Context: an optimization exercise on an open-source flow, tuned for small area. The choices shown serve that exercise and are no tape-out recipe.
Function was checked by simulation only, so behaviour that the tests miss may differ from the original.
Power is estimated from default activity; no workload was simulated.

File: flow/constraint.sdc
create_clock -name core_clock -period 12.0 [get_ports {clk}]
set_input_delay 2.4000 -clock core_clock [delete_from_list [all_inputs] [get_ports {clk}]]
set_output_delay 2.4000 -clock core_clock [all_outputs]
set_load 0.01 [all_outputs]
File: flow/run.sh
#!/bin/bash
# synth_recipe.tcl (not shown) runs the flow's synth.tcl, then flattens the netlist and writes it again
# the make line also repeats each setting of config.mk as NAME=value (left out here)
make -C /OpenROAD-flow-scripts/flow DESIGN_CONFIG=/design/flow/config.mk WORK_HOME=/design/flow/orfs CLKGATE_MAP_FILE= SYNTH_SCRIPT=/design/flow/synth_recipe.tcl finish
File: flow/config.mk
export PLATFORM = sky130hd
export DESIGN_NAME = fhp
export DESIGN_NICKNAME = fhp
export VERILOG_FILES = /design/flow/design.v
export SDC_FILE = /design/flow/constraint.sdc
export NUM_CORES = 4
export LEC_CHECK = 0
export CAP_MARGIN = 20
export CORE_MARGIN = 2
export CORE_UTILIZATION = 40
export SLEW_MARGIN = 20
File: flow/design.v
`default_nettype none
module fhp (
    input  wire        clk,
    input  wire        rst_n,          
    input  wire        fb_we,
    input  wire [6:0]  fb_addr,
    input  wire [7:0]  fb_wdata,
    input  wire        flen_we,
    input  wire [7:0]  flen_wdata,
    input  wire        cmd_valid,
    input  wire        cmd_mode,       
    input  wire [7:0]  cmd_label,
    input  wire [7:0]  rd_addr,
    output reg  [31:0] rd_data,
    output wire        done,
    output reg         report_valid
);
    localparam integer NFB = 78;       
    reg [8*NFB-1:0] fb;                
    reg [7:0]       flen;
    genvar g;
    generate
        for (g = 0; g < NFB; g = g + 1) begin : g_fb
            always @(posedge clk)
                if (fb_we && fb_addr == g)
                    fb[8*g +: 8] <= fb_wdata;
        end
    endgenerate
    always @(posedge clk)
        if (flen_we)
            flen <= flen_wdata;
    wire [15:0] etype = {fb[12*8 +: 8], fb[13*8 +: 8]};
    wire [3:0]  ihl = fb[14*8 +: 4];
    wire        is4 = (etype == 16'h0800);
    wire        is6 = (etype == 16'h86DD);
    wire        isa = (etype == 16'h0806);
    wire [6:0]  off4 = 7'd14 + {1'b0, ihl, 2'b00};
    wire        rej  = (flen < 8'd14);
    wire        ok4  = (ihl >= 4'd5) && ({1'b0, off4} <= flen);
    wire        ok6  = (flen >= 8'd54);
    wire        oka  = (flen >= 8'd42);
    wire [2:0]  l3_d = is4 ? (ok4 ? 3'd1 : 3'd5) :
                       is6 ? (ok6 ? 3'd2 : 3'd5) :
                       isa ? (oka ? 3'd3 : 3'd5) : 3'd4;
    wire [6:0]  offd = is4 ? off4 : 7'd54;
    wire [7:0]  key  = is4 ? fb[23*8 +: 8] : fb[20*8 +: 8];
    wire        tcp_ok = ({1'b0, offd} + 8'd20 <= flen);
    wire        udp_ok = ({1'b0, offd} + 8'd8  <= flen);
    wire [2:0]  l4_d = (key == 8'd6)  ? (tcp_ok ? 3'd1 : 3'd4) :
                       (key == 8'd17) ? (udp_ok ? 3'd2 : 3'd4) : 3'd3;
    reg [31:0] port4;
    integer k;
    always @(*) begin
        port4 = {fb[34*8 +: 8], fb[35*8 +: 8], fb[36*8 +: 8], fb[37*8 +: 8]};
        for (k = 6; k < 16; k = k + 1)
            if (ihl == k)
                port4 = {fb[(14+4*k)*8 +: 8], fb[(15+4*k)*8 +: 8],
                         fb[(16+4*k)*8 +: 8], fb[(17+4*k)*8 +: 8]};
    end
    reg       busy;                    
    reg [1:0] l2_status;
    reg [2:0] l3_status;
    reg [2:0] l4_status;
    reg       mode;
    reg [7:0] label;
    wire cmd_accept = cmd_valid && !busy;
    assign done = !busy && (l2_status != 2'd0);
    always @(posedge clk or negedge rst_n) begin
        if (!rst_n) begin
            busy         <= 1'b0;
            mode         <= 1'b0;
            l2_status    <= 2'd0;
            l3_status    <= 3'd0;
            l4_status    <= 3'd0;
            report_valid <= 1'b0;
        end else begin
            busy         <= cmd_accept;
            report_valid <= busy && mode;
            if (cmd_accept)
                mode <= cmd_mode;
            if (busy) begin
                l2_status <= rej ? 2'd2 : 2'd1;
                l3_status <= rej ? 3'd0 : l3_d;
                l4_status <= (!rej && (l3_d == 3'd1 || l3_d == 3'd2)) ? l4_d : 3'd0;
            end
        end
    end
    always @(posedge clk)
        if (cmd_accept)
            label <= cmd_label;
    wire [8*54-1:0] s;
    function [7:0] S(input integer b);
        S = s[8*b +: 8];
    endfunction
    generate
        for (g = 0; g < 54; g = g + 1) begin : g_snap
            if (g != 21) begin : g_slot
                wire [7:0] d;
                if (g >= 14 && g <= 17)
                    assign d = is6 ? fb[8*(g+40) +: 8] : fb[8*g +: 8];
                else if (g == 18)
                    assign d = isa ? fb[8*21 +: 8] : fb[8*18 +: 8];
                else if (g >= 34 && g <= 37)
                    assign d = is4 ? port4[8*(37-g) +: 8] : fb[8*g +: 8];
                else
                    assign d = fb[8*g +: 8];
                reg  [7:0] q;
                always @(posedge clk)
                    if (busy)
                        q <= d;
                assign s[8*g +: 8] = q;
            end else begin : g_none
                assign s[8*g +: 8] = 8'd0;
            end
        end
    endgenerate
    wire v4 = (l3_status == 3'd1);
    wire v6 = (l3_status == 3'd2);
    wire ar = (l3_status == 3'd3);
    wire [1:0]   sum_kind = (v4 || ar) ? 2'd1 : v6 ? 2'd2 : 2'd0;
    wire [127:0] sum_src  = v6 ? {S(22), S(23), S(24), S(25), S(26), S(27), S(28), S(29),
                                  S(30), S(31), S(32), S(33), S(34), S(35), S(36), S(37)} :
                            v4 ? {96'd0, S(26), S(27), S(28), S(29)} :
                            ar ? {96'd0, S(28), S(29), S(30), S(31)} : 128'd0;
    wire [127:0] sum_dst  = v6 ? {S(38), S(39), S(40), S(41), S(42), S(43), S(44), S(45),
                                  S(46), S(47), S(48), S(49), S(50), S(51), S(52), S(53)} :
                            v4 ? {96'd0, S(30), S(31), S(32), S(33)} :
                            ar ? {96'd0, S(38), S(39), S(40), S(41)} : 128'd0;
    wire [6:0]   off      = v4 ? 7'd14 + {1'b0, s[14*8 +: 4], 2'b00} :
                            v6 ? 7'd54 :
                            (l3_status != 3'd0) ? 7'd14 : 7'd0;
    wire [7:0]   l4key    = v4 ? S(23) : S(20);
    wire [31:0]  ports    = v4 ? {S(34), S(35), S(36), S(37)} :
                                 {S(14), S(15), S(16), S(17)};
    reg [127:0] rd_reg;
    always @(*) begin
        case (rd_addr[7:2])
            6'd1:  rd_reg = {120'd0, flen};
            6'd2:  rd_reg = {125'd0, done, 2'b00};
            6'd3:  rd_reg = {121'd0, off};
            6'd4:  rd_reg = {120'd0, l4key};
            6'd5:  rd_reg = {127'd0, mode};
            6'd6:  rd_reg = {120'd0, label};
            6'd7:  rd_reg = {126'd0, l2_status};
            6'd8:  rd_reg = {125'd0, l3_status};
            6'd9:  rd_reg = {125'd0, l4_status};
            6'd10: rd_reg = {126'd0, sum_kind};
            6'd11: rd_reg = sum_src;
            6'd12: rd_reg = sum_dst;
            6'd13: rd_reg = {80'd0, S(0), S(1), S(2), S(3), S(4), S(5)};
            6'd14: rd_reg = {80'd0, S(6), S(7), S(8), S(9), S(10), S(11)};
            6'd15: rd_reg = {112'd0, S(12), S(13)};
            6'd16: rd_reg = {124'd0, s[14*8 +: 4]};
            6'd17: rd_reg = {112'd0, S(16), S(17)};
            6'd18: rd_reg = {120'd0, S(23)};
            6'd19: rd_reg = {96'd0, S(26), S(27), S(28), S(29)};
            6'd20: rd_reg = {96'd0, S(30), S(31), S(32), S(33)};
            6'd21: rd_reg = {112'd0, S(18), S(19)};
            6'd22: rd_reg = {120'd0, S(20)};
            6'd23: rd_reg = {S(22), S(23), S(24), S(25), S(26), S(27), S(28), S(29),
                             S(30), S(31), S(32), S(33), S(34), S(35), S(36), S(37)};
            6'd24: rd_reg = {S(38), S(39), S(40), S(41), S(42), S(43), S(44), S(45),
                             S(46), S(47), S(48), S(49), S(50), S(51), S(52), S(53)};
            6'd25: rd_reg = {112'd0, S(14), S(15)};
            6'd26: rd_reg = {120'd0, S(19)};
            6'd27: rd_reg = {112'd0, S(20), S(18)};
            6'd28: rd_reg = {80'd0, S(22), S(23), S(24), S(25), S(26), S(27)};
            6'd29: rd_reg = {96'd0, S(28), S(29), S(30), S(31)};
            6'd30: rd_reg = {80'd0, S(32), S(33), S(34), S(35), S(36), S(37)};
            6'd31: rd_reg = {96'd0, S(38), S(39), S(40), S(41)};
            6'd32: rd_reg = {112'd0, ports[31:16]};
            6'd33: rd_reg = {112'd0, ports[15:0]};
            default: rd_reg = 128'd0;    
        endcase
        case (rd_addr[1:0])
            2'd0: rd_data = rd_reg[31:0];
            2'd1: rd_data = rd_reg[63:32];
            2'd2: rd_data = rd_reg[95:64];
            default: rd_data = rd_reg[127:96];
        endcase
    end
endmodule
`default_nettype wire
==> run summary <==
==> critical path: cells and delay by family <==
family | cells | cell delay, ns
buf+inv | 2 | 1.48
compound gates | 3 | 0.86
simple gates | 4 | 2.64
==> layer usage <==
layer / vias to the layer above / GRT usage / part of all wire
met3: 339 / 0.0883 / 0.12
li1: 12100 / - / -
met5: - / 0 / 0
met1: 15800 / 0.500 / 0.42
met2: 2351 / 0.475 / 0.42
met4: 0 / 0.123 / 0.041
==> power groups by stage <==
stage / logic (uW) / clock network, uW / registers [uW]
after floorplan: 111 / 0 / 4340
after global placement: 296 / 0 / 4400
after detailed placement: 299 / 0 / 4400
after CTS: 300 / 3760 / 4320
after global routing: 319 / 3900 / 4320
final: 306 / 3720 / 4330
==> logic make-up (layout without fill, tap and decap cells) <==
kind of cell	after synthesis	after routing
flip-flops	1075	1075
AO/OA/AOI/OAI	861	861
AND/OR/NAND/NOR	605	605
buffers and inverters	223	394
multiplexers	152	152
adder cells (fa/ha/maj)	22	22
XOR/XNOR	8	8
other	1	5
==> registers in the layout, indices dropped and copies added, names as in the netlist <==
register         count
fb                 624
g_snap.g_slot.q    424
flen                 8
label                8
l3_status            3
l4_status            3
l2_status            2
busy                 1
mode                 1
report_valid         1
==> cell usage in the layout (no fill, tap or decap), drive strengths merged, types with 10 or more instances in the layout <==
cell type and n:
clkinv 55, bufinv 21, clkdlybuf4s50 70, nor2 183, nor2b 11, a31oi 43
a32oi 10, ha 22, o31ai 11, mux2 85, o211ai 30, o21ai 80
clkbuf 128, a221o 17, buf 84, edfxtp 1064, o22ai 21, nand2 197
a222oi 22, o221ai 44, nor4 37, a22o 53, inv 30, nand4 23
dfrtp 11, nor3 16, nand3 51, mux2i 66, and3 18, a21oi 200
and2 12, a22oi 117, a211oi 59, a221oi 107
==> stage by stage <==
stage	hold slack [ns]	instances	setup WS (ns)
floorplan	0.400	2947	3.54
global placement	0.400	4381	2.53
detailed placement	0.405	4381	2.44
CTS	0.390	4593	2.43
global route	0.396	4594	2.25
finish	0.394	4598	2.18
==> worst max-delay path by stage <==
stage | end | from | slack (ns)
final | rd_data[9] | rd_addr[4] | 2.18
after global routing | rd_data[9] | rd_addr[4] | 2.25
after CTS | rd_data[0] | rd_addr[4] | 2.43
after detailed placement | rd_data[0] | rd_addr[4] | 2.44
after global placement | rd_data[6] | rd_addr[4] | 2.53
after floorplan | rd_data[2] | busy | 3.54
==> layout make-up <==
cell class	count	share of cell area
flip-flops and latches	1075	0.636
repair buffers	154	0.0265
clock inverters	84	0.0213
clock buffers	128	0.0569
multi-input cells	1649	0.220
inverters	28	0.00208
well taps	1476	0.0365
diodes	4	0.000198
==> reports/results.md <==
Power and ir drop
- Int Power: 6470 uW
- switching part of the total: 0.226
- maximum vdd drop: 0.144 mV
- post-layout total power: 8360 uW
- leakage power of the design: 0.0161 uW
- share of power burned in registers: 0.518
- switching power summed over all nets: 1890 uW
- share of power burned in the clock network: 0.446
- Pwr Density: 165 nW/um^2
- proportion of power drawn by combinational gates: 0.037

Synth
- simple-gate portion of the synthesized area: 0.0664
- leading cell type by number of instances after synthesis: sky130_fd_sc_hd__edfxtp_1
- Compound-Gate Fraction of Synth Area: 0.139
- adder-cell share of the synthesized area: 0.00623
- Post-synth EDFFs: 1064
- number of register bits inferred by synthesis: 1075
- Post-Syn Nets: 3014
- share of async-settable or async-resettable flops after synthesis: 0.0102
- ranking of synthesized cells by instance count: 1064 x sky130_fd_sc_hd__edfxtp_1, 200 x sky130_fd_sc_hd__a21oi_1, 197 x sky130_fd_sc_hd__nand2_1
- area share of xor/xnor cells in the synthesized design: 0.00159
- post-synthesis instance area: 44200 um^2
- Synth area leader: sky130_fd_sc_hd__edfxtp_1
- share of the yosys chip area belonging to registers: 0.729
- number of distinct library cell variants in the gate-level netlist after synthesis: 87
- most used flip-flop cell after synthesis: sky130_fd_sc_hd__edfxtp_1
- most area-consuming cells after synthesis: sky130_fd_sc_hd__edfxtp_1 72%, sky130_fd_sc_hd__a21oi_1 2.3%, sky130_fd_sc_hd__mux2_2 2.1%
- count of mapped cells out of synthesis: 2947
- dominant combinational cell family by area after synthesis: compound AO/OA/AOI/OAI gates
- mean instance size in the synthesized netlist: 15.0 um^2
- multiplexer share of the synthesized area: 0.0371
- area share of the largest cell type after synthesis: 0.723
- total number of yosys warnings: 1

Clock network
- source-to-sink clock delay at the later pin of the worst-skew pair: 0.74 ns
- number of buffers between clock root and the deepest sink: 3
- total of hold buffers inserted after clock tree synthesis: 0
- Clock Tree Root: sky130_fd_sc_hd__clkbuf_16
- count of H-tree levels built during CTS: 3
- number of clock sinks: 1075
- number of buffers added by the clock tree synthesis step: 112
- CTS clock-pin slew for the worst setup and hold paths: 0.07 ns
- total setup buffers inserted after CTS: 0
- cts repair resizes: 0
- CTS tree: built

Critical path
- worst reg2reg endpoint: g_snap[3].g_slot.q[0]
- Max stage delay on crit path: 0.82 ns
- worst reg2reg path depth: 4
- CP endpoint kind: output port
- library cell appearing most often on the critical path: sky130_fd_sc_hd__clkdlybuf4s50_1
- Critical Path Start Type: input pin
- chain of cells forming the critical path: clkdlybuf4s50_1, nor4b_4, and3_1, or2_2, and2_1, a22o_1, a21oi_1, a311oi_1, clkdlybuf4s50_1
- WS Path Type: in2out
- peak fanout along the critical path: 21
- Worst R2R Setup Slack: 6.96 ns
- Worst EP arrival: 7.42 ns
- CP required: 9.60 ns
- Critical Path Slowest Stage Cell: sky130_fd_sc_hd__clkdlybuf4s50_1
- reg2reg start: busy

STA
- setup repair after global routing missed its margin: no
- Clock Skew: 0.0435 ns
- highest achievable clock rate: 102 MHz
- number of pins with negative max-slew slack in the final report: 0
- Tcrit/Tclk final: 0.818
- Setup Viol. Count Final: 0
- Worst Max-Slew Pin Slew: 1.16 ns
- slew margin rel.: 0.227
- time the final worst path needs with I/O delays and setup: 9.82 ns
- final hold violation count: 0
- final setup TNS: 0 ns

Placement
- area of placed instances: 46700 um^2
- gpl congestion: 1.11
- DP HPWL: 137000 um
- number of port buffers: 78

Floorplanning
- I/O Pins: 79
- die outline height: 336 um
- Initial Util: 0.405
- row count: 121
- area of the die: 113000 um^2
- x dimension of the die: 336 um
- floorplan core area: 109000 um^2

Drt
- number of DRC violations after detailed routing: 0
- TritonRoute pass-1 iters: 10
- Avg WL per Cell: 41.8 um
- post-detailed-routing wire length: 192000 um
- vias after detailed routing: 30600
- average via count per standard cell: 6.66
- violation count after the first detailed-route iteration: 5703
- antenna violation net count after detailed routing: 0

Worst hold path
- Worst Hold Class: reg2reg
- worst hold path cell count: 0
- min-delay src: fb[196]
- Endpoint, Worst Hold: g_snap[24].g_slot.q[4]

Cells and area
- area used by sequential logic in the layout: 32200 um^2
- final core utilization: 0.464
- share of layout cells above drive strength 1: 0.125
- area added between synthesis and finish: 14.6%
- count of nets after finishing: 3087
- footprint of the multi-input gates: 11100 um^2
- number of fillers in the final layout: 9452
- fin area: 50600 um^2

Global routing
- initial antenna violation count: 11
- wire length of the first global-routing pass: 256000 um
- maximum number of pins on one net before global-route repair: 76
- total track usage: 0.337
- overflow left after global routing: 0
- via count of the first global-routing pass: 28300

Run status
- status: finished clean

Job
- Maximum Capacitance Violations: 0

static timing again, ports no longer ideal:
The flow's constraints put no driver on any port. The routed layout listed below was extracted and timed again, unchanged, in two steps.
Step 1 (the two cells are an assumption about what drives the block):
set clk [get_ports {clk}]
set_driving_cell -lib_cell sky130_fd_sc_hd__clkbuf_16 $clk
set_driving_cell -lib_cell sky130_fd_sc_hd__buf_2 [delete_from_list [all_inputs] $clk]
Step 2 also shifts input and output timing later by t, the mid clock arrival at the registers, as if the neighbouring blocks saw the same clock.
Three values: no drivers, after step 1, after step 2; two values: the first two.
t, ns: 0.786
setup WS [ns]: 2.185 / 2.162 / 2.162
clock arrival spread, ns: 0.049 / 0.049
After both steps setup and hold are still met in this run. The setup slack of this run moves by -0.023 ns with the drivers and by -0.023 ns with both steps.
